Background: an optimization exercise with open tools, aiming at small area, a short achievable clock period and few clock cycles per item. Do not read the settings as production practice.
The RTL was checked by simulation tests, not by an equivalence proof against the original design.

==> flow/design.v <==
module cvt_gen (
    input  wire        clk,
    input  wire        rst,
    input  wire        i_valid,
    output wire        o_ready,
    input  wire [11:0] i_h_active,
    input  wire [11:0] i_v_active,
    input  wire [7:0]  i_refresh,
    input  wire [7:0]  i_rb,
    input  wire        i_interlaced,
    input  wire        i_margins,
    output wire        o_valid,
    input  wire        i_ready,
    output wire [3:0]  o_status,
    output wire [15:0] o_h_active,
    output wire [15:0] o_h_border,
    output wire [15:0] o_h_front_porch,
    output wire [15:0] o_h_sync,
    output wire [15:0] o_h_back_porch,
    output wire [15:0] o_h_blank,
    output wire [15:0] o_h_total,
    output wire [15:0] o_v_active,
    output wire [15:0] o_v_border,
    output wire [15:0] o_v_front_porch,
    output wire [15:0] o_v_sync,
    output wire [15:0] o_v_back_porch,
    output wire [15:0] o_v_blank,
    output wire [15:0] o_v_total,
    output wire [31:0] o_pixel_clock_khz,
    output wire        o_interlaced,
    output wire        o_h_sync_positive,
    output wire        o_v_sync_positive
);
    localparam AW = 36;       
    localparam DW = 35;       
    function [23:0] radd;
        input [23:0] a, b;
        input        ci;
        integer i;
        reg c;
        begin
            c = ci;
            for (i = 0; i < 24; i = i + 1) begin
                radd[i] = a[i] ^ b[i] ^ c;
                c = (a[i] & b[i]) | (a[i] & c) | (b[i] & c);
            end
        end
    endfunction
    localparam [3:0] S_IDLE = 4'd0,  S_DONE = 4'd1,  S_RUN = 4'd2,  S_DEN  = 4'd3,
                     S_W    = 4'd4,  S_VS   = 4'd5,  S_H   = 4'd6,  S_G    = 4'd7,
                     S_HB   = 4'd8,  S_HS   = 4'd9,  S_M25 = 4'd10, S_PC   = 4'd11,
                     S_X250 = 4'd12, S_AV   = 4'd13, S_X   = 4'd14, S_PCR  = 4'd15;
    localparam [3:0] O_TOP = 4'd0, O_M2 = 4'd1,  O_W  = 4'd2,  O_VS   = 4'd3,
                     O_H   = 4'd4, O_G  = 4'd5,  O_HB = 4'd6,  O_HS   = 4'd7,
                     O_M25 = 4'd8, O_PC = 4'd9,  O_X250 = 4'd10, O_AV = 4'd11,
                     O_X   = 4'd12, O_PCR = 4'd13;
    reg [3:0]  state;
    reg [3:0]  op;
    reg [1:0]  ph;            
    reg [4:0]  cnt;           
    reg [2:0]  c2;            
    reg [4:0]  kd;            
    reg        sgn;           
    reg        mreg_pend;     
    reg [1:0]  st;            
    reg [1:0]  rbq;
    reg        il, mg, v0, f20;
    reg [8:0]  h8;
    reg [11:0] vr;
    reg [7:0]  r;
    reg [3:0]  left8;
    reg [6:0]  top;
    reg [12:0] den;           
    reg [3:0]  vs;
    reg [11:0] vb;            
    reg [11:0] vx;            
    reg [6:0]  hb16;
    reg [5:0]  hs6;
    reg [9:0]  ht8;
    reg [15:0] mreg;          
    reg [20:0] wr;            
    reg [26:0] hreg;          
    reg [AW-1:0] A;
    reg [DW-1:0] D;
    reg [23:0]   Q;
    wire is_std = (rbq == 2'd0);
    wire rb1    = (rbq == 2'd1);
    wire [8:0]  F     = il ? {r, 1'b0} : {1'b0, r};
    wire [9:0]  tap8  = radd({15'd0, h8}, {19'd0, left8, 1'b0}, 1'b0);
    wire [13:0] E     = il ? radd({10'd0, den, 1'b1}, 24'd6, 1'b0)              
                           : radd({11'd0, den}, 24'd3, 1'b0);                  
    wire [13:0] T23   = radd(radd({11'd0, F, 4'd0}, {12'd0, F, 3'd0}, 1'b0),
                             {15'h7FFF, ~F}, 1'b1);                           
    wire [11:0] tap3  = radd({14'd0, tap8, 1'b0}, {14'd0, tap8}, 1'b0);      
    wire [11:0] vraw = il ? {vr[10:0], v0} : vr;
    wire [10:0] h3   = radd({14'd0, h8, 1'b0}, {15'd0, h8}, 1'b0);
    wire [11:0] h5   = radd({13'd0, h8, 2'b0}, {15'd0, h8}, 1'b0);
    wire [12:0] h9   = radd({12'd0, h8, 3'b0}, {15'd0, h8}, 1'b0);
    wire [14:0] v5   = radd({10'd0, vraw, 2'b0}, {12'd0, vraw}, 1'b0);
    reg  [3:0]  vs_c;
    always @(*) begin
        if      ({1'b0, vraw} == {h3, 1'b0})        vs_c = 4'd4;    
        else if ({vraw, 1'b0} == h9)                vs_c = 4'd5;    
        else if (vraw == h5)                        vs_c = 4'd6;    
        else if (v5 == {1'b0, h8, 5'b0})            vs_c = 4'd7;    
        else if (v5 == {1'b0, h3, 3'b0})            vs_c = 4'd7;    
        else                                        vs_c = 4'd10;
        if (rbq[1]) vs_c = 4'd8;
    end
    wire mul = ~ph[1] | ~ph[0];           
    wire two_steps = (cnt != 5'd1);
    function [2:0] booth;                 
        input [2:0] b;
        input       s;
        begin
            booth[2] = (b == 3'b000) | (b == 3'b111);
            booth[1] = (b == 3'b011) | (b == 3'b100);
            booth[0] = (b[2] ^ s) & ~booth[2];
        end
    endfunction
    wire [2:0] bd1 = booth(Q[23:21], sgn);
    wire [2:0] bd2 = booth(Q[21:19], sgn);
    wire [AW-1:0] D0 = {{(AW-DW){1'b0}}, D};
    wire [AW-1:0] x1 = mul ? {A[AW-3:0], 2'b00} : A;
    wire          c1 = mul ? bd1[0] : 1'b1;
    wire [AW-1:0] m1 = bd1[1] ? {D0[AW-2:0], 1'b0} : D0;
    wire [AW-1:0] y1 = mul ? ((bd1[2] ? {AW{1'b0}} : m1) ^ {AW{bd1[0]}}) : ~D0;
    wire [AW:0]   s1w = {x1, 1'b1} + {y1, c1};
    wire [AW-1:0] s1 = s1w[AW:1];
    wire          q1 = ~s1[AW-1];
    wire [AW-1:0] a1 = (mul | q1) ? s1 : A;
    wire [AW-1:0] e1 = mul ? D0 : {1'b0, D0[AW-1:1]};
    wire [AW-1:0] x2 = mul ? {a1[AW-3:0], 2'b00} : a1;
    wire          c2b = mul ? bd2[0] : 1'b1;
    wire [AW-1:0] m2 = bd2[1] ? {e1[AW-2:0], 1'b0} : e1;
    wire [AW-1:0] y2 = mul ? ((bd2[2] ? {AW{1'b0}} : m2) ^ {AW{bd2[0]}}) : ~e1;
    wire [AW:0]   s2w = {x2, 1'b1} + {y2, c2b};
    wire [AW-1:0] s2 = s2w[AW:1];
    wire          q2 = ~s2[AW-1];
    wire [AW-1:0] a2 = !two_steps ? a1 : (mul | q2) ? s2 : a1;
    wire [15:0] mr = radd(24'd50000, {10'h3FF, ~D[13:0]}, 1'b1);    
    reg [DW-1:0] dnext;
    always @(*) begin
        if (ph == 2'd1 && c2 != 3'd0)
            dnext = {17'd0, mreg, 2'd0};                   
        else case (op)
        O_TOP:   dnext = 35'd500 << 6;
        O_VS:    dnext = {9'd0, mreg, 10'd0};
        O_HB:    dnext = {3'd0, hreg, 5'd0};
        O_PC:    dnext = {hreg[19:0], 15'd0};
        O_AV:    dnext = {10'd0, mr, 9'd0};
        default: dnext = rb1 ? (35'd31250 << 14) : (rbq == 2'd2) ? (35'd125 << 22) : (35'd1001 << 22);
        endcase
    end
    wire [11:0] vs6   = {8'd0, vs} + 12'd6;
    wire [11:0] vq1   = radd({13'd0, Q[10:1]}, 24'd1, 1'b0);
    wire [11:0] vsbp  = (vq1 < vs6) ? vs6 : vq1;
    wire        fl20  = (Q[10:0] < 11'd33);
    wire [11:0] avmin = rb1 ? {8'd0, vs} + 12'd9 : 12'd15;
    wire [11:0] qv1   = radd({14'd0, Q[9:0]}, 24'd1, 1'b0);
    wire        avlo  = (qv1 < avmin);
    wire [11:0] av    = avlo ? avmin : qv1;
    wire [12:0] vt_q  = radd({11'd0, den}, {12'd0, qv1}, 1'b0);
    wire [12:0] vt_m  = radd({11'd0, den}, {12'd0, avmin}, 1'b0);
    wire [12:0] vt_av = avlo ? vt_m : vt_q;
    wire [6:0]  hb_c  = f20 ? tap8[9:3] : Q[6:0];
    wire [9:0]  ht8_s = radd({14'd0, tap8}, {16'd0, hb_c, 1'b0}, 1'b0);
    wire [11:0] vbp_c = radd({12'd0, vb}, {12'hFFF, ~({8'd0, vs} + 12'd3)}, 1'b1);   
    wire [11:0] vfp_c = radd({12'd0, vb}, {12'hFFF, ~12'd14}, 1'b1);                 
    wire [12:0] vtot  = radd({11'd0, den}, {12'd0, vb}, 1'b0);
    wire [11:0] vr_in = i_interlaced ? {1'b0, i_v_active[11:1]} : i_v_active;
    wire [8:0]  h8_in = i_h_active[11:3];
    wire [3:0]  left_in = (h8_in >= 9'd56)  + (h8_in >= 9'd112) + (h8_in >= 9'd167) +
                          (h8_in >= 9'd223) + (h8_in >= 9'd278) + (h8_in >= 9'd334) +
                          (h8_in >= 9'd389) + (h8_in >= 9'd445) + (h8_in >= 9'd500);
    assign o_ready = (state == S_IDLE);
    assign o_valid = (state == S_DONE);
    task start;
        input [3:0] o;
        input [2:0] n1;
        input [2:0] n2;
        input [4:0] k;
        input       s;
        begin
            op <= o; c2 <= n2; kd <= k; sgn <= s; state <= S_RUN;
            if (n1 != 3'd0) begin ph <= 2'd1; cnt <= {2'd0, n1}; end
            else            begin ph <= 2'd3; cnt <= k; end
        end
    endtask
    always @(posedge clk) begin
        if (rst) begin
            state <= S_IDLE;
        end else begin
            case (state)
            S_IDLE: if (i_valid) begin
                rbq   <= i_rb[1:0];
                il    <= i_interlaced;
                mg    <= i_margins;
                v0    <= i_v_active[0];
                h8    <= h8_in;
                vr    <= vr_in;
                r     <= i_refresh;
                left8 <= i_margins ? left_in : 4'd0;
                top   <= 7'd0;
                den   <= {1'b0, vr_in};
                mreg_pend <= 1'b0;
                if (i_rb > 8'd3) begin
                    st <= 2'd1; state <= S_DONE;
                end else if (i_refresh == 8'd0 ||
                             (i_rb == 8'd0 && h8_in == 9'd0) ||
                             (i_rb != 8'd0 && vr_in == 12'd0)) begin
                    st <= 2'd2; state <= S_DONE;
                end else begin
                    st <= 2'd0;
                    if (i_rb == 8'd0) begin
                        A <= 36'd625;
                        D <= {26'd0, i_interlaced ? {i_refresh, 1'b0} : {1'b0, i_refresh}};
                        Q <= {6'b010110, 18'd0};
                        mreg_pend <= 1'b1;
                        start(O_M2, 3'd3, 3'd0, 5'd0, 1'b1);
                    end else if (i_margins) begin
                        A <= {AW{1'b0}}; D <= {23'd0, vr_in}; Q <= {6'b001001, 18'd0};
                        start(O_TOP, 3'd3, 3'd0, 5'd7, 1'b0);
                    end else begin
                        state <= S_AV;
                    end
                end
            end
            S_DEN: begin
                top   <= Q[6:0];
                den   <= radd({12'd0, vr}, {16'd0, Q[6:0], 1'b0}, 1'b0);
                state <= is_std ? S_W : S_AV;
            end
            S_W: begin
                if (mreg_pend) mreg <= A[15:0];
                mreg_pend <= 1'b0;
                if (mg && mreg_pend) begin
                    A <= {AW{1'b0}}; D <= {23'd0, vr}; Q <= {6'b001001, 18'd0};
                    start(O_TOP, 3'd3, 3'd0, 5'd7, 1'b0);
                end else begin
                    vs <= vs_c;
                    A <= {AW{1'b0}}; D <= {21'd0, E}; Q <= {2'b00, r, 14'd0};
                    start(O_W, 3'd5, 3'd0, 5'd0, 1'b0);
                end
            end
            S_VS: begin
                wr <= A[20:0];
                D <= A[DW-1:0]; A <= {AW{1'b0}}; Q <= {8'b00101100, 16'd0};
                start(O_VS, 3'd4, 3'd0, 5'd11, 1'b0);
            end
            S_H: begin
                vb  <= radd({12'd0, vsbp}, 24'd3, 1'b0);
                f20 <= fl20;
                if (fl20) begin
                    state <= S_HS;
                end else begin
                    A <= {AW{1'b0}}; D <= {14'd0, wr}; Q <= {8'b01110011, 16'd0};
                    start(O_H, 3'd2, 3'd2, 5'd0, 1'b0);
                end
            end
            S_G: begin
                hreg <= A[26:0];
                A <= {15'd0, wr}; D <= {19'd0, mreg}; Q <= {2'b11, 22'd0};
                start(O_G, 3'd1, 3'd0, 5'd0, 1'b0);
            end
            S_HB: begin
                D <= A[DW-1:0]; A <= {AW{1'b0}}; Q <= {2'b00, tap3, 10'd0};
                start(O_HB, 3'd7, 3'd0, 5'd7, 1'b0);
            end
            S_HS: begin
                hb16 <= hb_c;
                ht8  <= ht8_s;
                vx   <= vbp_c;
                A <= {25'd0, ht8_s, 1'b0}; D <= 35'd25 << 5;
                start(O_HS, 3'd0, 3'd0, 5'd6, 1'b0);
            end
            S_M25: begin
                hs6 <= Q[5:0];
                den <= vtot;
                A <= {AW{1'b0}}; D <= {20'd0, mreg[15:1]}; Q <= {6'b011001, 18'd0};
                start(O_M25, 3'd3, 3'd0, 5'd0, 1'b0);
            end
            S_PC: begin
                hreg <= A[26:0];
                A <= {AW{1'b0}}; D <= {10'd0, wr, 4'd0}; Q <= {2'b00, ht8, 12'd0};
                start(O_PC, 3'd6, 3'd0, 5'd16, 1'b0);
            end
            S_X250: begin
                A <= {AW{1'b0}}; D <= {19'd0, Q[15:0]}; Q <= {10'b0011111010, 14'd0};
                start(O_X250, 3'd5, 3'd0, 5'd0, 1'b0);
            end
            S_AV: begin
                vs  <= vs_c;
                ht8 <= radd({14'd0, tap8}, rb1 ? 24'd20 : 24'd10, 1'b0);
                A <= {AW{1'b0}}; D <= {21'd0, T23}; Q <= {1'b0, den, 10'd0};
                start(O_AV, 3'd7, 3'd0, 5'd10, 1'b0);
            end
            S_X: begin
                vb  <= av;
                den <= vt_av;
                A <= {AW{1'b0}}; D <= il ? {21'd0, vt_av, 1'b1} : {22'd0, vt_av};
                Q <= {2'b00, r, 14'd0};
                start(O_X, 3'd5, 3'd0, 5'd0, 1'b0);
            end
            S_PCR: begin
                vx <= rb1 ? vbp_c : vfp_c;
                A <= {AW{1'b0}}; D <= (rbq == 2'd3) ? {A[DW-4:0], 3'd0} : A[DW-1:0];
                Q <= {2'b00, ht8, 12'd0};
                start(O_PCR, 3'd6, 3'd0, rb1 ? 5'd15 : 5'd23, 1'b0);
            end
            S_RUN: begin
                A <= a2;
                if (mul) Q <= two_steps ? {Q[19:0], 4'd0} : {Q[21:0], 2'd0};
                else     Q <= two_steps ? {Q[21:0], q1, q2} : {Q[22:0], q1};
                if (!mul) D <= two_steps ? {2'b0, D[DW-1:2]} : {1'b0, D[DW-1:1]};
                if (cnt > 5'd2) begin
                    cnt <= cnt - 5'd2;
                end else if (ph == 2'd1 && c2 != 3'd0) begin
                    ph <= 2'd2; cnt <= {2'd0, c2}; D <= dnext;
                end else if (mul && kd != 5'd0) begin
                    ph <= 2'd3; cnt <= kd; D <= dnext;
                end else begin
                    case (op)
                    O_TOP:   state <= S_DEN;
                    O_M2:    state <= S_W;
                    O_W:     state <= S_VS;
                    O_VS:    state <= S_H;
                    O_H:     state <= S_G;
                    O_G:     state <= S_HB;
                    O_HB:    state <= S_HS;
                    O_HS:    state <= S_M25;
                    O_M25:   state <= S_PC;
                    O_PC:    state <= S_X250;
                    O_AV:    state <= S_X;
                    O_X:     state <= S_PCR;
                    O_PCR:   state <= rb1 ? S_X250 : S_DONE;
                    default: state <= S_DONE;
                    endcase
                end
            end
            S_DONE: if (i_ready) state <= S_IDLE;
            default: state <= S_IDLE;
            endcase
        end
    end
    wire [7:0]  hfp8 = radd({17'd0, hb16}, {18'h3FFFF, ~hs6}, 1'b1);    
    wire        red23 = rbq[1];
    assign o_status          = (st == 2'd0) ? 4'd0 : (st == 2'd1) ? 4'd6 : 4'd7;
    assign o_h_active        = {4'd0, h8, 3'd0};
    assign o_h_border        = {9'd0, left8, 3'd0};
    assign o_h_front_porch   = is_std ? {{5{hfp8[7]}}, hfp8, 3'd0} : rb1 ? 16'd48 : 16'd8;
    assign o_h_sync          = is_std ? {7'd0, hs6, 3'd0} : 16'd32;
    assign o_h_back_porch    = is_std ? {6'd0, hb16, 3'd0} : rb1 ? 16'd80 : 16'd40;
    assign o_h_blank         = is_std ? {5'd0, hb16, 4'd0} : rb1 ? 16'd160 : 16'd80;
    assign o_h_total         = {3'd0, ht8, 3'd0};
    assign o_v_active        = {4'd0, vr};
    assign o_v_border        = {9'd0, top};
    assign o_v_front_porch   = red23 ? {{4{vx[11]}}, vx} : 16'd3;
    assign o_v_sync          = {12'd0, vs};
    assign o_v_back_porch    = red23 ? 16'd6 : {{4{vx[11]}}, vx};
    assign o_v_blank         = {4'd0, vb};
    assign o_v_total         = {3'd0, den};
    assign o_pixel_clock_khz = {8'd0, (is_std || rb1) ? A[23:0] : {1'b0, Q[22:0]}};
    assign o_interlaced      = il;
    assign o_h_sync_positive = ~is_std;
    assign o_v_sync_positive = is_std;
endmodule
==> flow/run.sh <==
#!/bin/bash
# synth_recipe.tcl (not shown) runs the flow's synth.tcl, then flattens the netlist and writes it again
# the make line also repeats each setting of config.mk as NAME=value (left out here)
make -C /OpenROAD-flow-scripts/flow DESIGN_CONFIG=/design/flow/config.mk WORK_HOME=/design/flow/orfs CLKGATE_MAP_FILE= SYNTH_SCRIPT=/design/flow/synth_recipe.tcl finish
==> flow/config.mk <==
export PLATFORM = sky130hd
export DESIGN_NAME = cvt_gen
export DESIGN_NICKNAME = cvt_gen
export VERILOG_FILES = /design/flow/design.v
export SDC_FILE = /design/flow/constraint.sdc
export NUM_CORES = 4
export LEC_CHECK = 0
export CAP_MARGIN = 20
export CORE_MARGIN = 2
export CORE_UTILIZATION = 40
export SETUP_SLACK_MARGIN = 5
export SLEW_MARGIN = 20
==> flow/constraint.sdc <==
create_clock -name core_clock -period 12.5 [get_ports {clk}]
set_input_delay 2.5000 -clock core_clock [delete_from_list [all_inputs] [get_ports {clk}]]
set_output_delay 2.5000 -clock core_clock [all_outputs]
set_load 0.01 [all_outputs]
==> flow_summary.toml, run 1 <==
[sta]
slew_viol_final = 0
clock.fmax_mhz = 132
hold_viol = 0
setup_violations = 0
fin_crit_ns = 7.58
rsz0062_at_grt = "true"
fin_ws_ns = 4.92
slew_headroom = 0.197
tightest_slew_ns = 1.21
finalCritPeriodShare = 0.606
fin_skew_ns = 0.0397
setup-tns-final_ns = 0

[worst_setup_path]
critical_path.max_stage_delay_ns = 0.52
cp.arrival_ns = 7.88
cp.required_ns = 12.80
setup.worst_path.start = "Q[23]"
cp-end-kind = "register"
path_max_fanout = 7
startpoint_type = "register"
timing.rr.start = "Q[23]"
critPathKind = "reg2reg"
cp_slowest_cell = "edfxtp_1"

[die]
die_h_um = 283
rows = 102
io_pins = 311
initial_utilization = 0.404
die_w_um = 283
dieArea_um2 = 80300
coreArea_um2 = 77300

[placed_design]
port_buffers = 210
hpwl_mm = 94.3
routabilityCongestion = 0.987
post-place-ws_ns = 2.54

[synth]
synth_area_um2 = 31200
avgSynthCellArea_um2 = 8.53
yosysTopAreaCellShare = 0.279
synth_ff_type = "edfxtp_1"
netlist_instances = 3659
ys_seq_area_frac = 0.281
synth-seq-cells = 294
yosys.area.top_type = "edfxtp_1"
synthTopCellsByArea = "edfxtp_1, ha_1, fa_1, nand2_1, a21oi_1"
ys_warn_count = 1
ys_types = 96
async_flop_share = 0
synth_common_cells = "nand2_1, nor2_1, edfxtp_1, a21oi_1, clkbuf_1"
synth_edf_count = 290
post-synth-top-count-cell = "nand2_1"

[drt]
wire_per_inst_um = 26.8
dr_total_vias = 30363
routed_wl_mm = 130
drtAntennaViolNets = 0
routed_via_density = 6.26
drc_errors = 0
dr.pass1.iters = 9
drtIter0Drc = 4713

[final_layout]
regArea_um2 = 8790
multi_input_area_um2 = 21100
final_layout_size_suffix_gt1_frac = 0.118
nets = 4150
syn2layout_area_growth_pct = 17.6
fillCellCount = 7521

[min_path]
hp-class = "reg2reg"
holdCritStartpoint = "r[0]"

[clocking]
ctsRootBufferMaster = "clkbuf_16"
hold_buffers = 0
clock-sinks = 294
cts_made_buffers = 39
path_clk_slew_ns = 0.06
h-tree-depth = 2
cts_tree = "done"
cts_max_path_buffers = 3
clk_latency_ns = 0.60

[global_routing]
grt_pass1_vias = 27727
track_usage = 0.309
grt_pass1_wl_mm = 188
grt_max_degree = 87
grt.overflow.total = 0
antenna_found_initial = 6

[job]
cap_violations = 0

[status]
outcome = "complete, no violations"
## area by class of cell
class / count / area share
inverter: 199 / 0.0203
multi-input combinational: 2880 / 0.574
antenna: 2 / 0.000136
sequential: 294 / 0.239
clock buffer: 48 / 0.0281
tap: 1040 / 0.0354
clock inverter: 18 / 0.00501
timing repair buffer: 371 / 0.0976
## cells by family (layout without fill, tap and decap cells)
family                     count (synthesis)  in the layout  share of synthesized area
buffers and inverters                    587            636                     0.0872
and+or+nand+nor                         1052           1058                      0.149
xor gates and xnor gates                 181            181                     0.0510
muxes                                    150            150                     0.0501
AOI/OAI and AO/OA                       1075           1075                      0.228
DFF                                      294            294                      0.281
adders and majority gates                319            319                      0.153
other                                      1             99                   0.000120
## routing by layer
| layer | GRT usage | routed length [um] | vias to the layer above |
|---|---|---|---|
| met5 | 0 | 0 | - |
| met2 | 0.452 | 55500 | 1977 |
| met1 | 0.433 | 53700 | 14577 |
| met3 | 0.0754 | 14800 | 340 |
| li1 | - | - | 13469 |
| met4 | 0.131 | 6270 | 0 |
## placed cells by master (no fill, tap or decap), types with 44 or more instances in the layout
cell type / synthesis / routed
nand2_1: 432 / 420
nor2_1: 306 / 297
edfxtp_1: 290 / 290
a21oi_1: 283 / 271
clkdlybuf4s50_1: 0 / 210
inv_1: 196 / 196
ha_1: 215 / 180
o21ai_0: 189 / 165
buf_4: 121 / 136
o22ai_1: 133 / 126
xnor2_1: 112 / 111
fa_1: 104 / 103
conb_1: 1 / 97
mux2i_1: 104 / 93
a222oi_1: 70 / 70
xor2_1: 68 / 68
nand3_1: 61 / 57
o211ai_1: 48 / 48
a21o_1: 46 / 45
mux2_2: 44 / 44
## per-stage QoR
step | hold slack [ns] | instances | instance area, um^2 | util
3_5_place_dp | 0.600 | 4696 | 33700 | 0.436
5_1_grt | 0.653 | 4851 | 36700 | 0.475
3_3_place_gp | 0.600 | 4696 | 33700 | 0.436
6_report | 0.620 | 4852 | 36700 | 0.475
4_1_cts | 0.614 | 4809 | 35800 | 0.463
2_1_floorplan | 0.462 | 3755 | 31600 | -
## critical path, delay by kind of cell, from the launching register on
family	cells	cell delay, ns
buffers and inverters	9	1.28
adders and majority gates	2	0.68
and+or+nand+nor	7	0.89
muxes	2	0.44
xor gates and xnor gates	1	0.21
DFF	1	0.52
AOI/OAI and AO/OA	16	3.25
## worst paths after layout
check                           cells past startpoint     to  slack (ns)
worst max-delay path                               37  A[20]        4.92
worst min-delay path                                1  Q[14]        0.62
worst max register to register                     37  A[20]        4.92
worst min register to register                      1  Q[14]        0.62
## state kept, by name (all words and copies together) (netlist names), 10 cells and up
name	count
D	35
ht8	10
mreg	16
A	36
wr	21
Q	24
vb	12
vx	12
hreg	27
vr	12
den	13
## what timing repair did
action,in CTS,in global routing
gates resized for setup,94,147
endpoints found under the setup margin,37,35
setup buffers,37,39
gates cloned,10,2
endpoints found under the hold margin,0,0
pin swaps,26,75
Testbench counts, summed over its fixed seeds: cycles 124,944, items 3,200.
==> run 2, diff against run 1 <==
--- a/flow/config.mk
+++ b/flow/config.mk
@@ -10,3 +10,2 @@
 export CORE_UTILIZATION = 40
-export SETUP_SLACK_MARGIN = 5
 export SLEW_MARGIN = 20
==> run 2 against run 1 <==
Highest routed layer unchanged. Design area decreased by 4.8%. Routed wire length decreased by 3.2%. Sequential share of layout area grew 1.2 points. Synthesized cell count is the same. Hold slack got worse by 0.0020 ns. Die area unchanged. Worst setup slack lost 2.8 ns. Register-to-register slack worse by 2.8 ns.
==> flow_summary.toml, run 2 <==
[status]
outcome = "complete, no violations"

[synth]
synth_edf_count = 290
synth_area_um2 = 31200
ys_warn_count = 1
ys_seq_area_frac = 0.281
netlist_instances = 3659
synth_common_cells = "nand2_1, nor2_1, edfxtp_1, a21oi_1, clkbuf_1"
yosysTopAreaCellShare = 0.279
ys_types = 96
synth-seq-cells = 294
post-synth-top-count-cell = "nand2_1"
async_flop_share = 0
synthTopCellsByArea = "edfxtp_1, ha_1, fa_1, nand2_1, a21oi_1"
avgSynthCellArea_um2 = 8.53
synth_ff_type = "edfxtp_1"
yosys.area.top_type = "edfxtp_1"

[clocking]
clock-sinks = 294
ctsRootBufferMaster = "clkbuf_16"
post_cts_buffers = 0
cts_max_path_buffers = 3
cts_tree = "done"
h-tree-depth = 2
clk_latency_ns = 0.60
path_clk_slew_ns = 0.06
hold_buffers = 0
cts_made_buffers = 39
cts_resized = 0

[global_routing]
track_usage = 0.302
grt_pass1_vias = 27246
grt.overflow.total = 0
grt_max_degree = 87
grt_pass1_wl_mm = 184
antenna_found_initial = 6

[die]
dieArea_um2 = 80300
die_h_um = 283
coreArea_um2 = 77300
die_w_um = 283
initial_utilization = 0.404
io_pins = 311
rows = 102

[sta]
slew_viol_final = 0
fin_skew_ns = 0.0395
clock.fmax_mhz = 96.8
rsz0062_at_grt = "false"
setup_violations = 0
setup-tns-final_ns = 0
whs_ns = 0.618
finalCritPeriodShare = 0.827
hold_viol = 0
slew_headroom = 0.219
tightest_slew_ns = 1.17
fin_ws_ns = 2.17
fin_crit_ns = 10.33

[worst_setup_path]
rr_worst_depth = 28
path_max_fanout = 52
cp.arrival_ns = 10.71
cp.required_ns = 12.88
reg2reg_slack_ns = 2.17
critical_path.max_stage_delay_ns = 0.80
crit_top_cell = "a21oi_1"
timing.rr.start = "sgn"
startpoint_type = "register"
cp-end-kind = "register"
r2r_end = "A[0]"
critPathKind = "reg2reg"
cp_slowest_cell = "nor2_1"

[final_layout]
largest_reg_flops = 36
top_register = "A"
final_cell_mix = "nand2_1, nor2_1, edfxtp_1"
final_cells = 4764
final_common_cell = "nand2_1"
nets = 4062
syn2layout_area_growth_pct = 11.9
post-route-util = 0.452
final_area_um2 = 34900
top_regs = "A (36), D (35), hreg (27)"
final_layout_size_suffix_gt1_frac = 0.0637

[drt]
dr.pass1.iters = 10
routed_via_density = 6.25
dr_total_vias = 29771
drtIter0Drc = 4617
drc_errors = 0
routed_wl_mm = 126
drtAntennaViolNets = 0
wire_per_inst_um = 26.5

[min_path]
hold_path_end = "Q[16]"
whs_path_depth = 2
hp-class = "reg2reg"
holdCritStartpoint = "r[2]"

[placed_design]
dp_cells = 4696
port_buffers = 210
routabilityCongestion = 0.987
post-place-ws_ns = 2.54
hpwl_mm = 94.3
post_dp_cell_area_um2 = 33700

[job]
cap_violations = 0
-- run 2: metal layers --
metal  GRT usage  vias to the layer above  wire [um]
li1            -                    13291          -
met1       0.420                    14298      51700
met2       0.447                     1869      53900
met3      0.0777                      313      14800
met4       0.117                        0       5620
met5           0                        -          0
-- run 2: critical path: cells and delay by family (launching register included) --
kind,cells,cell delay [ns]
AO/OA/AOI/OAI,15,4.53
AND/OR/NAND/NOR,8,3.33
adder cells (fa/ha/maj),2,0.81
flip-flops,1,0.59
multiplexers,1,0.35
buffers and inverters,1,0.28
XOR/XNOR,1,0.10
-- run 2: worst max-delay path by stage --
stage | start | endpoint | depth (start not counted)
3_3_place_gp | Q[23] | A[32] | 28
6_report | sgn | A[0] | 28
4_1_cts | Q[23] | A[20] | 29
3_5_place_dp | Q[23] | A[20] | 29
2_1_floorplan | ph[1] | A[13] | 30
5_1_grt | Q[23] | A[0] | 28
-- run 2: layout make-up --
type / instances / area (um^2)
fill: 7699 / 42400
multi-input combinational: 2874 / 20200
sequential: 294 / 8790
timing repair buffer: 289 / 2710
tap: 1040 / 1300
clock buffer: 48 / 1030
inverter: 199 / 747
clock inverter: 18 / 184
antenna: 2 / 5.00
-- run 2: logic make-up (layout without fill, tap and decap cells) --
family,count (synthesis),after routing,share of synthesized area
compound gates,1075,1075,0.228
simple gates,1052,1052,0.149
buf+inv,587,554,0.0872
fa+ha+maj,319,319,0.153
flops,294,294,0.281
xor+xnor,181,181,0.0510
mux,150,150,0.0501
other cells,1,99,0.000120
==> run 3, diff against run 2 <==
--- a/flow/design.v
+++ b/flow/design.v
@@ -109,4 +109,5 @@
     end
-    wire mul = ~ph[1] | ~ph[0];           
-    wire two_steps = (cnt != 5'd1);
+    reg  mul;                             
+    reg  one;                             
+    wire two_steps = ~one;
     function [2:0] booth;                 
@@ -123,15 +124,16 @@
     wire [AW-1:0] D0 = {{(AW-DW){1'b0}}, D};
+    wire          n1 = A[AW-1];
     wire [AW-1:0] x1 = mul ? {A[AW-3:0], 2'b00} : A;
-    wire          c1 = mul ? bd1[0] : 1'b1;
-    wire [AW-1:0] m1 = bd1[1] ? {D0[AW-2:0], 1'b0} : D0;
-    wire [AW-1:0] y1 = mul ? ((bd1[2] ? {AW{1'b0}} : m1) ^ {AW{bd1[0]}}) : ~D0;
+    wire          c1 = mul ? bd1[0] : ~n1;
+    wire [AW-1:0] m1 = (mul & bd1[1]) ? {D0[AW-2:0], 1'b0} : D0;
+    wire [AW-1:0] y1 = ((mul & bd1[2]) ? {AW{1'b0}} : m1) ^ {AW{c1}};
     wire [AW:0]   s1w = {x1, 1'b1} + {y1, c1};
-    wire [AW-1:0] s1 = s1w[AW:1];
-    wire          q1 = ~s1[AW-1];
-    wire [AW-1:0] a1 = (mul | q1) ? s1 : A;
+    wire [AW-1:0] a1 = s1w[AW:1];
+    wire          q1 = ~a1[AW-1];
     wire [AW-1:0] e1 = mul ? D0 : {1'b0, D0[AW-1:1]};
+    wire          n2 = a1[AW-1];
     wire [AW-1:0] x2 = mul ? {a1[AW-3:0], 2'b00} : a1;
-    wire          c2b = mul ? bd2[0] : 1'b1;
-    wire [AW-1:0] m2 = bd2[1] ? {e1[AW-2:0], 1'b0} : e1;
-    wire [AW-1:0] y2 = mul ? ((bd2[2] ? {AW{1'b0}} : m2) ^ {AW{bd2[0]}}) : ~e1;
+    wire          c2b = mul ? bd2[0] : ~n2;
+    wire [AW-1:0] m2 = (mul & bd2[1]) ? {e1[AW-2:0], 1'b0} : e1;
+    wire [AW-1:0] y2 = ((mul & bd2[2]) ? {AW{1'b0}} : m2) ^ {AW{c2b}};
     wire [AW:0]   s2w = {x2, 1'b1} + {y2, c2b};
@@ -139,3 +141,3 @@
     wire          q2 = ~s2[AW-1];
-    wire [AW-1:0] a2 = !two_steps ? a1 : (mul | q2) ? s2 : a1;
+    wire [AW-1:0] a2 = two_steps ? s2 : a1;
     wire [15:0] mr = radd(24'd50000, {10'h3FF, ~D[13:0]}, 1'b1);    
@@ -156,7 +158,9 @@
     wire [11:0] vq1   = radd({13'd0, Q[10:1]}, 24'd1, 1'b0);
-    wire [11:0] vsbp  = (vq1 < vs6) ? vs6 : vq1;
-    wire        fl20  = (Q[10:0] < 11'd33);
+    wire [11:0] vsd   = radd({12'd0, vq1}, {12'hFFF, ~vs6}, 1'b1);
+    wire [11:0] vsbp  = vsd[11] ? vs6 : vq1;                       
+    wire        fl20  = (Q[10:6] == 5'd0) & (~Q[5] | (Q[4:0] == 5'd0));    
     wire [11:0] avmin = rb1 ? {8'd0, vs} + 12'd9 : 12'd15;
     wire [11:0] qv1   = radd({14'd0, Q[9:0]}, 24'd1, 1'b0);
-    wire        avlo  = (qv1 < avmin);
+    wire [11:0] avd   = radd({12'd0, qv1}, {12'hFFF, ~avmin}, 1'b1);
+    wire        avlo  = avd[11];
     wire [11:0] av    = avlo ? avmin : qv1;
@@ -185,4 +189,18 @@
             op <= o; c2 <= n2; kd <= k; sgn <= s; state <= S_RUN;
-            if (n1 != 3'd0) begin ph <= 2'd1; cnt <= {2'd0, n1}; end
-            else            begin ph <= 2'd3; cnt <= k; end
+            if (n1 != 3'd0) begin ph <= 2'd1; cnt <= {2'd0, n1}; mul <= 1'b1; one <= (n1 == 3'd1); end
+            else            begin ph <= 2'd3; cnt <= k; mul <= 1'b0; one <= (k == 5'd1); end
+        end
+    endtask
+    task lmul;
+        input [3:0]    o;
+        input [DW-1:0] md;
+        input [23:0]   fld;
+        input [2:0]    n1;
+        input [4:0]    k;
+        begin
+            D <= md;
+            A <= (fld[22] & fld[21]) ? {md, 1'b0} :
+                 (fld[22] | fld[21]) ? {1'b0, md} : {AW{1'b0}};
+            Q <= {fld[21:0], 2'b00};
+            start(o, n1 - 3'd1, 3'd0, k, 1'b0);
         end
@@ -221,4 +239,3 @@
                     end else if (i_margins) begin
-                        A <= {AW{1'b0}}; D <= {23'd0, vr_in}; Q <= {6'b001001, 18'd0};
-                        start(O_TOP, 3'd3, 3'd0, 5'd7, 1'b0);
+                        lmul(O_TOP, {23'd0, vr_in}, {6'b001001, 18'd0}, 3'd3, 5'd7);
                     end else begin
@@ -237,8 +254,6 @@
                 if (mg && mreg_pend) begin
-                    A <= {AW{1'b0}}; D <= {23'd0, vr}; Q <= {6'b001001, 18'd0};
-                    start(O_TOP, 3'd3, 3'd0, 5'd7, 1'b0);
+                    lmul(O_TOP, {23'd0, vr}, {6'b001001, 18'd0}, 3'd3, 5'd7);
                 end else begin
                     vs <= vs_c;
-                    A <= {AW{1'b0}}; D <= {21'd0, E}; Q <= {2'b00, r, 14'd0};
-                    start(O_W, 3'd5, 3'd0, 5'd0, 1'b0);
+                    lmul(O_W, {21'd0, E}, {2'b00, r, 14'd0}, 3'd5, 5'd0);
                 end
@@ -247,4 +262,3 @@
                 wr <= A[20:0];
-                D <= A[DW-1:0]; A <= {AW{1'b0}}; Q <= {8'b00101100, 16'd0};
-                start(O_VS, 3'd4, 3'd0, 5'd11, 1'b0);
+                lmul(O_VS, {A[DW-3:0], 2'b00}, {6'b001011, 18'd0}, 3'd3, 5'd11);
             end
@@ -266,4 +280,3 @@
             S_HB: begin
-                D <= A[DW-1:0]; A <= {AW{1'b0}}; Q <= {2'b00, tap3, 10'd0};
-                start(O_HB, 3'd7, 3'd0, 5'd7, 1'b0);
+                lmul(O_HB, A[DW-1:0], {2'b00, tap3, 10'd0}, 3'd7, 5'd7);
             end
@@ -279,4 +292,3 @@
                 den <= vtot;
-                A <= {AW{1'b0}}; D <= {20'd0, mreg[15:1]}; Q <= {6'b011001, 18'd0};
-                start(O_M25, 3'd3, 3'd0, 5'd0, 1'b0);
+                lmul(O_M25, {20'd0, mreg[15:1]}, {6'b011001, 18'd0}, 3'd3, 5'd0);
             end
@@ -284,8 +296,6 @@
                 hreg <= A[26:0];
-                A <= {AW{1'b0}}; D <= {10'd0, wr, 4'd0}; Q <= {2'b00, ht8, 12'd0};
-                start(O_PC, 3'd6, 3'd0, 5'd16, 1'b0);
+                lmul(O_PC, {10'd0, wr, 4'd0}, {2'b00, ht8, 12'd0}, 3'd6, 5'd16);
             end
             S_X250: begin
-                A <= {AW{1'b0}}; D <= {19'd0, Q[15:0]}; Q <= {10'b0011111010, 14'd0};
-                start(O_X250, 3'd5, 3'd0, 5'd0, 1'b0);
+                lmul(O_X250, {19'd0, Q[15:0]}, {10'b0011111010, 14'd0}, 3'd5, 5'd0);
             end
@@ -294,4 +304,3 @@
                 ht8 <= radd({14'd0, tap8}, rb1 ? 24'd20 : 24'd10, 1'b0);
-                A <= {AW{1'b0}}; D <= {21'd0, T23}; Q <= {1'b0, den, 10'd0};
-                start(O_AV, 3'd7, 3'd0, 5'd10, 1'b0);
+                lmul(O_AV, {21'd0, T23}, {1'b0, den, 10'd0}, 3'd7, 5'd10);
             end
@@ -300,5 +309,3 @@
                 den <= vt_av;
-                A <= {AW{1'b0}}; D <= il ? {21'd0, vt_av, 1'b1} : {22'd0, vt_av};
-                Q <= {2'b00, r, 14'd0};
-                start(O_X, 3'd5, 3'd0, 5'd0, 1'b0);
+                lmul(O_X, il ? {21'd0, vt_av, 1'b1} : {22'd0, vt_av}, {2'b00, r, 14'd0}, 3'd5, 5'd0);
             end
@@ -306,5 +313,4 @@
                 vx <= rb1 ? vbp_c : vfp_c;
-                A <= {AW{1'b0}}; D <= (rbq == 2'd3) ? {A[DW-4:0], 3'd0} : A[DW-1:0];
-                Q <= {2'b00, ht8, 12'd0};
-                start(O_PCR, 3'd6, 3'd0, rb1 ? 5'd15 : 5'd23, 1'b0);
+                lmul(O_PCR, (rbq == 2'd3) ? {A[DW-4:0], 3'd0} : A[DW-1:0], {2'b00, ht8, 12'd0},
+                     3'd6, rb1 ? 5'd15 : 5'd23);
             end
@@ -317,6 +323,7 @@
                     cnt <= cnt - 5'd2;
+                    one <= (cnt == 5'd3);
                 end else if (ph == 2'd1 && c2 != 3'd0) begin
-                    ph <= 2'd2; cnt <= {2'd0, c2}; D <= dnext;
+                    ph <= 2'd2; cnt <= {2'd0, c2}; D <= dnext; one <= (c2 == 3'd1);
                 end else if (mul && kd != 5'd0) begin
-                    ph <= 2'd3; cnt <= kd; D <= dnext;
+                    ph <= 2'd3; cnt <= kd; D <= dnext; mul <= 1'b0; one <= (kd == 5'd1);
                 end else begin
==> flow/flow/run.sh (new file) <==
#!/bin/bash
# The standard layout, with the repair aiming for 7 ns of setup slack
# (the 12.5 ns clock and all constraints unchanged).
set -euo pipefail
sed 's/SETUP_SLACK_MARGIN=[0-9.]*/SETUP_SLACK_MARGIN=7/' standard.sh > standard_m7.sh
bash standard_m7.sh > flow.log 2>&1
==> flow/standard.sh (new file) <==
#!/bin/bash
# synth_recipe.tcl (not shown) runs the flow's synth.tcl, then flattens the netlist and writes it again
# the make line also repeats each setting of config.mk as NAME=value (left out here)
make -C /OpenROAD-flow-scripts/flow DESIGN_CONFIG=/design/flow/config.mk WORK_HOME=/design/flow/orfs CLKGATE_MAP_FILE= SYNTH_SCRIPT=/design/flow/synth_recipe.tcl "${@:-finish}"
--- a/flow/config.mk
+++ b/flow/config.mk
@@ -10,2 +10,3 @@
 export CORE_UTILIZATION = 40
+export SETUP_SLACK_MARGIN = 5
 export SLEW_MARGIN = 20
removed: flow/run.sh
==> run 3 against run 2 <==
Area after synthesis up 2.2%. Synthesized cell count is 0.27% lower. Cell count rose by 5.4%. First-iteration DRC count is 0.65% lower. Die area rose by 2.2%. Global-route usage increased by 2.3 points. Non-clock buffer count up 225. Critical path depth up 2. Critical path type unchanged. Critical endpoint is now Q[0]. Highest routed layer unchanged.
==> flow_summary.toml, run 3 <==
[status]
outcome = "complete, no violations"

[worst_setup_path]
critPathKind = "reg2reg"
timing.rr.start = "Q[21]"
r2r_end = "Q[0]"
cp.arrival_ns = 7.15
cp.required_ns = 12.83
cp_slowest_cell = "or4_4"
reg2reg_slack_ns = 5.68
cp-end-kind = "register"
crit_top_cell = "a21o_1"
critical_path.max_stage_delay_ns = 0.62
path_max_fanout = 12
rr_worst_depth = 30
startpoint_type = "register"

[sta]
fin_skew_ns = 0.0225
setup-tns-final_ns = 0
clock.fmax_mhz = 147
hold_viol = 0
rsz0062_at_grt = "true"
tightest_slew_ns = 1.24
fin_crit_ns = 6.82
slew_headroom = 0.174
setup_violations = 0
finalCritPeriodShare = 0.546
slew_viol_final = 0

[global_routing]
antenna_found_initial = 2
grt_max_degree = 64
grt.overflow.total = 0
grt_pass1_wl_mm = 198
track_usage = 0.325
grt_pass1_vias = 29109

[final_layout]
largest_reg_flops = 36
top_register = "A"
final_cell_mix = "nor2_1, nand2_1, edfxtp_1"
final_layout_size_suffix_gt1_frac = 0.214
final_common_cell = "nor2_1"
fillCellCount = 7336
top_regs = "A (36), D (35), hreg (27)"
nets = 4293
syn2layout_area_growth_pct = 25.9

[placed_design]
hpwl_mm = 98.8
routabilityCongestion = 1.02
port_buffers = 210

[synth]
post-synth-top-count-cell = "nor2_1"
synth_area_um2 = 31900
avgSynthCellArea_um2 = 8.75
synth_ff_type = "edfxtp_1"
ys_seq_area_frac = 0.277
yosysTopAreaCellShare = 0.275
synth-seq-cells = 296
ys_types = 97
ys_warn_count = 1
netlist_instances = 3649
synth_edf_count = 292
synth_common_cells = "nor2_1, nand2_1, a21oi_1, edfxtp_1, ha_1"
async_flop_share = 0
synthTopCellsByArea = "edfxtp_1, ha_1, fa_1, mux2i_1, a21oi_1"
yosys.area.top_type = "edfxtp_1"

[die]
die_w_um = 287
coreArea_um2 = 79000
dieArea_um2 = 82100
rows = 103
initial_utilization = 0.404
io_pins = 311
die_h_um = 287

[min_path]
hold_path_end = "D[34]"
hp-class = "reg2reg"
holdCritStartpoint = "hreg[19]"
whs_path_depth = 2

[drt]
drtAntennaViolNets = 0
drtIter0Drc = 4587
routed_via_density = 6.29
drc_errors = 0
dr_total_vias = 31603
routed_wl_mm = 140
wire_per_inst_um = 27.9
dr.pass1.iters = 10

[clocking]
cts_max_path_buffers = 3
h-tree-depth = 2
cts_made_buffers = 38
ctsRootBufferMaster = "clkbuf_16"
cts_tree = "done"
path_clk_slew_ns = 0.06
clk_latency_ns = 0.58
hold_buffers = 0
clock-sinks = 296

[job]
cap_violations = 0
-- run 3: changes by cell type after synthesis, sizes merged, moves of 31 or more --
cell	before	now
nand2	433	317
o22ai	133	34
mux2i	105	175
xor2	69	121
clkbuf	222	183
mux2	45	80
nor2	307	342
a222oi	70	39
-- run 3: final cells by class --
| cell class | instances | area (um^2) | share of cell area |
|---|---|---|---|
| diodes | 2 | 5.00 | 0.000125 |
| clock buffers | 39 | 976 | 0.0243 |
| clock inverters | 30 | 300 | 0.00747 |
| inverters | 197 | 764 | 0.0190 |
| multi-input cells | 2893 | 22900 | 0.569 |
| flip-flops and latches | 296 | 8850 | 0.220 |
| well taps | 1050 | 1310 | 0.0327 |
| repair buffers | 514 | 5110 | 0.127 |
| repair inverters | 1 | 7.51 | 0.000187 |
-- run 3: stage by stage --
step	instance area [um^2]	setup WS [ns]	std cells	util	hold slack [ns]
after floorplan	32700	6.25	3745	-	0.424
after global placement	34800	4.17	4729	0.440	0.598
after detailed placement	34800	4.12	4729	0.440	0.598
after CTS	39100	5.89	4956	0.494	0.623
after global routing	40200	5.53	5020	0.509	0.660
final	40200	5.68	5022	0.509	0.630
-- run 3: critical path: cells and delay by family, from the launching register on --
| family | cells | cell delay (ns) |
|---|---|---|
| AO/OA/AOI/OAI | 12 | 2.64 |
| buffers and inverters | 6 | 0.92 |
| XOR/XNOR | 2 | 0.32 |
| AND/OR/NAND/NOR | 8 | 1.78 |
| adder cells (fa/ha/maj) | 2 | 0.52 |
| flip-flops | 1 | 0.37 |
-- run 3: repair_timing --
item                       in CTS  in global routing
setup endpoints to repair     193                167
cloned                         16                  5
gates resized for setup       377                145
pin swaps                     132                 66
setup buffers                 142                 59
-- run 3: logic make-up after synthesis --
group	synth area share
AOI/OAI and AO/OA	0.208
and+or+nand+nor	0.145
buffers and inverters	0.0828
adders and majority gates	0.145
DFF	0.277
muxes	0.0831
xor gates and xnor gates	0.0579
other	0.000117
-- run 3: how the worst max path moves through the flow --
| stage | startpoint | to | slack (ns) | depth (start not counted) |
|---|---|---|---|---|
| detailed placement | Q[21] | Q[0] | 4.12 | 22 |
| CTS | mul | Q[0] | 5.89 | 27 |
| global route | Q[21] | A[34] | 5.53 | 30 |
| finish | Q[21] | Q[0] | 5.68 | 30 |
| global placement | Q[21] | A[27] | 4.17 | 27 |
| floorplan | Q[21] | A[34] | 6.25 | 29 |
-- run 3: routing by layer --
layer  vias to the layer above  part of all wire  track usage
met3                       365              0.13       0.0913
met2                      2061              0.43        0.484
met5                         -                 0            0
met4                         0             0.056        0.144
met1                     15482              0.39        0.440
li1                      13695                 -            -
Testbench counts of run 3, summed over its fixed seeds: cycles 114,634, items 3,200.
==> run 4, diff against run 3 <==
==> flow/run.sh (new file) <==
#!/bin/bash
# synth_recipe.tcl (not shown) runs the flow's synth.tcl, then flattens the netlist and writes it again
# the make line also repeats each setting of config.mk as NAME=value (left out here)
make -C /OpenROAD-flow-scripts/flow DESIGN_CONFIG=/design/flow/config.mk WORK_HOME=/design/flow/orfs CLKGATE_MAP_FILE= SYNTH_SCRIPT=/design/flow/synth_recipe.tcl finish
removed: flow/flow/run.sh
removed: flow/standard.sh
==> run 4 against run 3 <==
Still clean. Largest cell class unchanged. Worst setup slack got worse by 0.47 ns. Hold slack better by 0.027 ns. Utilization down 5.2 points. Design area is 10% lower. Die area unchanged. Area after synthesis is the same. Via count fell by 5.5%. Non-clock buffer count decreased by 216.
==> flow_summary.toml, run 4 <==
[status]
outcome = "complete, no violations"

[final_layout]
top_regs = "A (36), D (35), hreg (27)"
largest_reg_flops = 36
final_cell_mix = "nor2_1, nand2_1, a21oi_1"
final_area_um2 = 36100
post-route-util = 0.457
fillCellCount = 7695
final_layout_size_suffix_gt1_frac = 0.0842
multi_input_area_um2 = 21000
regArea_um2 = 8850
top_register = "A"
final_common_cell = "nor2_1"
syn2layout_area_growth_pct = 13.1
nets = 4076

[global_routing]
grt_max_degree = 124
grt_use_met1 = 0.440
grt_pass1_vias = 27474
top_usage_layer = "met2"
grt.overflow.total = 0
track_usage = 0.309
antenna_found_initial = 2
grt_util_met3 = 0.0791
grt_pass1_wl_mm = 188
use_met2 = 0.445

[worst_setup_path]
cp_slowest_cell = "or4_4"
cp-end-kind = "register"
startpoint_type = "register"
cp.buffers_inverters = 4
critPathTopFamily = "compound AO/OA/AOI/OAI gates"
critPathKind = "reg2reg"
cp.required_ns = 12.82
crit_top_cell = "a21o_1"
cp.arrival_ns = 7.61
critical_path.max_stage_delay_ns = 0.64
path_max_fanout = 60

[drt]
routed_wl_mm = 131
drtAntennaViolNets = 0
drtIter0Drc = 4362
dr.pass1.iters = 9
wire_per_inst_um = 27.3
drc_errors = 0
dr_total_vias = 29877
routed_via_density = 6.22

[die]
die_h_um = 287
coreArea_um2 = 79000
initial_utilization = 0.404
die_w_um = 287
rows = 103
io_pins = 311
dieArea_um2 = 82100

[sta]
hold_viol = 0
fin_skew_ns = 0.0257
fin_crit_ns = 7.29
setup-tns-final_ns = 0
rsz0062_at_grt = "true"
finalCritPeriodShare = 0.583
slew_headroom = 0.248
clock.fmax_mhz = 137
slew_viol_final = 0
setup_violations = 0
tightest_slew_ns = 1.12

[clocking]
ctsRootBufferMaster = "clkbuf_16"
path_clk_slew_ns = 0.06
clk_latency_ns = 0.59
cts_made_buffers = 38
clock-sinks = 296
h-tree-depth = 2
cts_tree = "done"
cts_max_path_buffers = 3

[synth]
synth_ff_type = "edfxtp_1"
synth_area_um2 = 31900
synth_common_cells = "nor2_1, nand2_1, a21oi_1, edfxtp_1, ha_1"
synth_edf_count = 292
ys_seq_area_frac = 0.277
ys_warn_count = 1
async_flop_share = 0
synthTopCellsByArea = "edfxtp_1, ha_1, fa_1, mux2i_1, a21oi_1"
ys_types = 97
netlist_instances = 3649
post-synth-top-count-cell = "nor2_1"
yosys.area.top_type = "edfxtp_1"
synth-seq-cells = 296
yosysTopAreaCellShare = 0.275
avgSynthCellArea_um2 = 8.75

[placed_design]
post_dp_cell_area_um2 = 34500
hpwl_mm = 99.3
port_buffers = 210
routabilityCongestion = 1.01

[min_path]
hp-class = "reg2reg"

[job]
cap_violations = 0
==> run 4: final timing paths <==
kind | startpoint | to | slack (ns) | cells after the start
max | mul | A[30] | 5.21 | 27
min | wr[17] | A[17] | 0.66 | 2
max reg2reg | mul | A[30] | 5.21 | 27
min reg2reg | wr[17] | A[17] | 0.66 | 2
==> run 4: final cells by class <==
cell class,instances,area share
multi-input cells,2893,0.583
flip-flops and latches,296,0.245
repair buffers,298,0.0812
well taps,1050,0.0364
clock buffers,47,0.0281
inverters,197,0.0205
clock inverters,21,0.00579
diodes,2,0.000139
==> run 4: timing repair <==
item / CTS / global route
endpoints found under the hold margin: 0 / 0
resized for setup: 15 / 25
endpoints found under the setup margin: 35 / 27
hold buffers: 0 / 0
pin swaps: 2 / 6
gates cloned: 2 / 1
buffers inserted: 3 / 4
==> run 4: kinds of logic after synthesis <==
group | after synthesis | share of synthesized area
xor gates and xnor gates | 211 | 0.0579
DFF | 296 | 0.277
buffers and inverters | 556 | 0.0828
muxes | 255 | 0.0831
other | 1 | 0.000117
adders and majority gates | 311 | 0.145
AOI/OAI and AO/OA | 1010 | 0.208
and+or+nand+nor | 1009 | 0.145
==> run 4: worst min-delay path, cell delays in order, from the launching register on <==
cell	delay, ns
edfxtp_1	0.38
a222oi_1	0.11
nand2_1	0.06
==> run 4: metal layers <==
layer | vias to the layer above | share of wire
met5 | - | 0.000069
met4 | 2 | 0.048
met3 | 301 | 0.12
met2 | 1902 | 0.41
met1 | 14397 | 0.42
li1 | 13275 | -
==> run 4: stage by stage <==
step | std cells | hold WS (ns) | setup slack [ns]
after floorplan | 3745 | 0.424 | 5.37
after global placement | 4721 | 0.618 | 3.81
after detailed placement | 4721 | 0.630 | 3.77
after CTS | 4794 | 0.645 | 5.00
after global routing | 4803 | 0.669 | 4.94
final | 4804 | 0.657 | 5.21
==> run 5, diff against run 4 <==
--- a/flow/design.v
+++ b/flow/design.v
@@ -60,4 +60,2 @@
     reg [4:0]  cnt;           
-    reg [2:0]  c2;            
-    reg [4:0]  kd;            
     reg        sgn;           
@@ -109,2 +107,16 @@
     end
+    wire [2:0] c2 = (op == O_H) ? 3'd2 : 3'd0;
+    reg  [4:0] kd;
+    always @(*) begin
+        case (op)
+        O_TOP, O_HB: kd = 5'd7;
+        O_VS:        kd = 5'd11;
+        O_PC:        kd = 5'd16;
+        O_AV:        kd = 5'd10;
+        O_PCR:       kd = rb1 ? 5'd15 : 5'd23;
+        default:     kd = 5'd0;
+        endcase
+    end
+    wire [23:0] ht8_fld = ht8[9] ? {2'b00, ht8, 12'd0} : {1'b0, ht8[8:0], 14'd0};
+    wire [2:0]  ht8_dig = ht8[9] ? 3'd6 : 3'd5;
     reg  mul;                             
@@ -156,2 +168,16 @@
     end
+    reg [4:0] hsr;            
+    reg [2:0] hsc;            
+    wire [5:0] hst = {hsr, (hsc == 3'd1) ? 1'b0 : ht8[hsc - 3'd2]};
+    wire       hsq = (hst >= 6'd25);
+    always @(posedge clk) begin
+        if (state == S_M25) begin
+            hsr <= ht8_s[9:5];
+            hsc <= 3'd6;
+        end else if (hsc != 3'd0) begin
+            hsr <= hsq ? hst - 6'd25 : hst[4:0];
+            hs6 <= {hs6[4:0], hsq};
+            hsc <= hsc - 3'd1;
+        end
+    end
     wire [11:0] vs6   = {8'd0, vs} + 12'd6;
@@ -179,3 +205,3 @@
                           (h8_in >= 9'd389) + (h8_in >= 9'd445) + (h8_in >= 9'd500);
-    assign o_ready = (state == S_IDLE);
+    assign o_ready = (state == S_IDLE) | ((state == S_DONE) & i_ready);
     assign o_valid = (state == S_DONE);
@@ -188,3 +214,3 @@
         begin
-            op <= o; c2 <= n2; kd <= k; sgn <= s; state <= S_RUN;
+            op <= o; sgn <= s; state <= S_RUN;
             if (n1 != 3'd0) begin ph <= 2'd1; cnt <= {2'd0, n1}; mul <= 1'b1; one <= (n1 == 3'd1); end
@@ -210,37 +236,36 @@
             state <= S_IDLE;
-        end else begin
-            case (state)
-            S_IDLE: if (i_valid) begin
-                rbq   <= i_rb[1:0];
-                il    <= i_interlaced;
-                mg    <= i_margins;
-                v0    <= i_v_active[0];
-                h8    <= h8_in;
-                vr    <= vr_in;
-                r     <= i_refresh;
-                left8 <= i_margins ? left_in : 4'd0;
-                top   <= 7'd0;
-                den   <= {1'b0, vr_in};
-                mreg_pend <= 1'b0;
-                if (i_rb > 8'd3) begin
-                    st <= 2'd1; state <= S_DONE;
-                end else if (i_refresh == 8'd0 ||
-                             (i_rb == 8'd0 && h8_in == 9'd0) ||
-                             (i_rb != 8'd0 && vr_in == 12'd0)) begin
-                    st <= 2'd2; state <= S_DONE;
+        end else if (o_ready && i_valid) begin
+            rbq   <= i_rb[1:0];
+            il    <= i_interlaced;
+            mg    <= i_margins;
+            v0    <= i_v_active[0];
+            h8    <= h8_in;
+            vr    <= vr_in;
+            r     <= i_refresh;
+            left8 <= i_margins ? left_in : 4'd0;
+            top   <= 7'd0;
+            den   <= {1'b0, vr_in};
+            mreg_pend <= 1'b0;
+            if (i_rb > 8'd3) begin
+                st <= 2'd1; state <= S_DONE;
+            end else if (i_refresh == 8'd0 ||
+                         (i_rb == 8'd0 && h8_in == 9'd0) ||
+                         (i_rb != 8'd0 && vr_in == 12'd0)) begin
+                st <= 2'd2; state <= S_DONE;
+            end else begin
+                st <= 2'd0;
+                if (i_rb == 8'd0) begin
+                    A <= 36'd625;
+                    D <= {26'd0, i_interlaced ? {i_refresh, 1'b0} : {1'b0, i_refresh}};
+                    Q <= {6'b010110, 18'd0};
+                    mreg_pend <= 1'b1;
+                    start(O_M2, 3'd3, 3'd0, 5'd0, 1'b1);
+                end else if (i_margins) begin
+                    lmul(O_TOP, {23'd0, vr_in}, {6'b001001, 18'd0}, 3'd3, 5'd7);
                 end else begin
-                    st <= 2'd0;
-                    if (i_rb == 8'd0) begin
-                        A <= 36'd625;
-                        D <= {26'd0, i_interlaced ? {i_refresh, 1'b0} : {1'b0, i_refresh}};
-                        Q <= {6'b010110, 18'd0};
-                        mreg_pend <= 1'b1;
-                        start(O_M2, 3'd3, 3'd0, 5'd0, 1'b1);
-                    end else if (i_margins) begin
-                        lmul(O_TOP, {23'd0, vr_in}, {6'b001001, 18'd0}, 3'd3, 5'd7);
-                    end else begin
-                        state <= S_AV;
-                    end
+                    state <= S_AV;
                 end
             end
+        end else begin
+            case (state)
             S_DEN: begin
@@ -268,3 +293,3 @@
                 if (fl20) begin
-                    state <= S_HS;
+                    state <= S_M25;
                 end else begin
@@ -282,3 +307,3 @@
             end
-            S_HS: begin
+            S_M25: begin
                 hb16 <= hb_c;
@@ -286,8 +311,3 @@
                 vx   <= vbp_c;
-                A <= {25'd0, ht8_s, 1'b0}; D <= 35'd25 << 5;
-                start(O_HS, 3'd0, 3'd0, 5'd6, 1'b0);
-            end
-            S_M25: begin
-                hs6 <= Q[5:0];
-                den <= vtot;
+                den  <= vtot;
                 lmul(O_M25, {20'd0, mreg[15:1]}, {6'b011001, 18'd0}, 3'd3, 5'd0);
@@ -296,6 +316,7 @@
                 hreg <= A[26:0];
-                lmul(O_PC, {10'd0, wr, 4'd0}, {2'b00, ht8, 12'd0}, 3'd6, 5'd16);
+                lmul(O_PC, {10'd0, wr, 4'd0}, ht8_fld, ht8_dig, 5'd16);
             end
             S_X250: begin
-                lmul(O_X250, {19'd0, Q[15:0]}, {10'b0011111010, 14'd0}, 3'd5, 5'd0);
+                A <= {12'd0, Q[15:0], 8'd0}; D <= {17'd0, Q[15:0], 2'd0};
+                start(O_X250, 3'd0, 3'd0, 5'd2, 1'b0);
             end
@@ -313,4 +334,4 @@
                 vx <= rb1 ? vbp_c : vfp_c;
-                lmul(O_PCR, (rbq == 2'd3) ? {A[DW-4:0], 3'd0} : A[DW-1:0], {2'b00, ht8, 12'd0},
-                     3'd6, rb1 ? 5'd15 : 5'd23);
+                lmul(O_PCR, (rbq == 2'd3) ? {A[DW-4:0], 3'd0} : A[DW-1:0], ht8_fld,
+                     ht8_dig, rb1 ? 5'd15 : 5'd23);
             end
@@ -336,4 +357,3 @@
                     O_G:     state <= S_HB;
-                    O_HB:    state <= S_HS;
-                    O_HS:    state <= S_M25;
+                    O_HB:    state <= S_M25;
                     O_M25:   state <= S_PC;
--- a/flow/config.mk
+++ b/flow/config.mk
@@ -9,3 +9,3 @@
 export CORE_MARGIN = 2
-export CORE_UTILIZATION = 40
+export CORE_UTILIZATION = 60
 export SETUP_SLACK_MARGIN = 5
==> run 5 against run 4 <==
Maximum frequency decreased by 1.6%. Design area increased by 2.5%. Area after synthesis increased by 2.1%. Count of clock-buffer cells in the layout decreased by 3. Synthesized cell count increased by 3.3%. Non-clock buffer count increased by 31. First-iteration DRC count increased by 54%. Clock skew increased by 0.011 ns. Via count increased by 11%. Sequential cell count increased by 2. Highest routed layer unchanged.
==> flow_summary.toml, run 5 <==
[status]
outcome = "complete, no violations"

[drt]
drtAntennaViolNets = 0
drtIter0Drc = 6733
dr.pass1.iters = 15
routed_wl_mm = 136
dr_total_vias = 33106
wire_per_inst_um = 29.6
routed_via_density = 7.19
drc_errors = 0

[worst_setup_path]
cp.required_ns = 12.79
path_max_fanout = 27
critPathTopFamily = "compound AO/OA/AOI/OAI gates"
critPathKind = "reg2reg"
reg2reg_slack_ns = 5.09
rr_worst_depth = 29
cp-end-kind = "register"
cp_slowest_cell = "or4bb_1"
startpoint_type = "register"
timing.rr.start = "Q[21]"
cp.buffers_inverters = 2
cp.arrival_ns = 7.70
r2r_end = "Q[0]"
critical_path.max_stage_delay_ns = 0.56
crit_top_cell = "a21oi_2"

[sta]
setup-tns-final_ns = 0
fin_crit_ns = 7.41
hold_viol = 0
fin_skew_ns = 0.0363
finalCritPeriodShare = 0.593
slew_viol_final = 0
slew_headroom = 0.193
tightest_slew_ns = 1.21
rsz0062_at_grt = "false"
setup_violations = 0
clock.fmax_mhz = 135

[clocking]
cts_max_path_buffers = 3
ctsRootBufferMaster = "clkbuf_16"
cts_made_buffers = 37
cts_tree = "done"
path_clk_slew_ns = 0.06
clk_latency_ns = 0.59
h-tree-depth = 2
clock-sinks = 298

[global_routing]
grt_use_met1 = 0.630
top_usage_layer = "met2"
antenna_found_initial = 5
grt_util_met3 = 0.157
use_met2 = 0.659
grt_pass1_vias = 30304
grt_pass1_wl_mm = 196
grt_max_degree = 158
grt.overflow.total = 0
track_usage = 0.465

[synth]
async_flop_share = 0
synth-seq-cells = 298
synth_edf_count = 291
avgSynthCellArea_um2 = 8.65
ys_seq_area_frac = 0.272
synth_common_cells = "nand2_1, a21oi_1, edfxtp_1, nor2_1, ha_1"
post-synth-top-count-cell = "nand2_1"
synth_ff_type = "edfxtp_1"
yosysTopAreaCellShare = 0.268
yosys.area.top_type = "edfxtp_1"
synthTopCellsByArea = "edfxtp_1, ha_1, fa_1, mux2i_1, a21oi_1"
ys_types = 97
netlist_instances = 3769
ys_warn_count = 1
synth_area_um2 = 32600

[final_layout]
nets = 4223
syn2layout_area_growth_pct = 13.5
final_area_um2 = 37000
final_common_cell = "nand2_1"
final_cells = 4602
top_register = "A"
final_cell_mix = "nand2_1, edfxtp_1, a21oi_1"
post-route-util = 0.688
final_layout_size_suffix_gt1_frac = 0.101
top_regs = "A (36), D (35), hreg (27)"
largest_reg_flops = 36
fillCellCount = 4155

[placed_design]
routabilityCongestion = 1.06
dp_cells = 4482
post_dp_cell_area_um2 = 34800
hpwl_mm = 99.7
port_buffers = 210

[min_path]
hold_path_end = "hs6[5]"
whs_path_depth = 0
hp-class = "reg2reg"
holdCritStartpoint = "hs6[4]"

[die]
coreArea_um2 = 53800
dieArea_um2 = 56200
die_w_um = 237
initial_utilization = 0.606
io_pins = 311
rows = 85
die_h_um = 237

[job]
cap_violations = 0
## run 5: what timing repair did
action	CTS	global route
hold buffers	0	0
setup endpoints to repair	33	25
setup buffers	10	25
gates cloned	1	3
pin swaps	3	37
hold endpoints to repair	0	0
gates resized for setup	27	81
## run 5: cells by family after synthesis
family,Yosys count,synth area share
flip-flops,298,0.272
other,1,0.000115
AND/OR/NAND/NOR,1078,0.153
XOR/XNOR,215,0.0580
buffers and inverters,556,0.0783
multiplexers,250,0.0810
AO/OA/AOI/OAI,1055,0.213
adder cells (fa/ha/maj),316,0.144
## run 5: layout make-up
| class | count | area (um^2) | share of cell area |
|---|---|---|---|
| Multi-Input combinational cell | 3011 | 22000 | 0.596 |
| Timing Repair Buffer | 329 | 3180 | 0.0860 |
| Sequential cell | 298 | 8880 | 0.240 |
| Inverter | 191 | 723 | 0.0195 |
| Clock buffer | 44 | 973 | 0.0263 |
| Tap cell | 696 | 871 | 0.0235 |
| Clock inverter | 23 | 307 | 0.00829 |
| Antenna cell | 10 | 25.0 | 0.000676 |
## run 5: routing by layer
metal  vias to the layer above  wire length, um
li1                      13801                -
met1                     15540            49800
met2                      3151            55000
met3                       612            22300
met4                         2             9170
met5                         -                7
## run 5: worst max-delay path by stage
stage | startpoint | end | slack [ns] | cells after the start
3_3_place_gp | mul | Q[0] | 3.53 | 27
6_report | Q[21] | Q[0] | 5.09 | 29
4_1_cts | mul | A[34] | 5.00 | 25
5_1_grt | Q[21] | Q[0] | 4.97 | 28
2_1_floorplan | mul | A[34] | 5.21 | 29
3_5_place_dp | mul | Q[0] | 3.49 | 27
## run 5: through the flow
step,hold slack [ns],worst slack (ns)
floorplan,0.426,5.21
global placement,0.456,3.53
detailed placement,0.456,3.49
CTS,0.491,5.00
global route,0.498,4.97
finish,0.490,5.09
## run 5: worst reg2reg max path: cells and delay by family (launching register included)
| kind | cells | cell delay (ns) |
|---|---|---|
| AO/OA/AOI/OAI | 16 | 3.63 |
| XOR/XNOR | 3 | 0.59 |
| adder cells (fa/ha/maj) | 2 | 0.62 |
| buffers and inverters | 2 | 0.37 |
| flip-flops | 1 | 0.52 |
| AND/OR/NAND/NOR | 6 | 1.39 |
Testbench counts of run 5, summed over its fixed seeds: cycles 103,737, items 3,200.

-- re-timing with driven ports --
Ports are ideal in the flow. The routed layouts listed here were re-timed in OpenROAD.
Step 1 assumes that a clkbuf_16 drives the clock port and a buf_2 every other input.
Step 2 adds t to the input delays and takes it off the output delays; t is the mean of the earliest and latest rising clock arrival at the registers after step 1. Input paths then give back, and output paths get back, about the clock's delay inside the block.
a / b / c = no drivers / after step 1 / after step 2; a / b = the first two.
run | t (ns) | slack for setup (ns) | worst register clock-pin slew, ns
run 1 | 0.645 | 4.923 / 4.923 / 4.923 | 0.06 / 0.06
run 2 | 0.650 | 2.165 / 2.165 / 2.165 | 0.06 / 0.06
run 3 | 0.635 | 5.679 / 5.679 / 5.679 | 0.07 / 0.07
run 4 | 0.635 | 5.207 / 5.207 / 5.207 | 0.07 / 0.07
run 5 | 0.639 | 5.089 / 5.089 / 5.089 | 0.07 / 0.07
After both steps setup and hold are still met in every run listed.
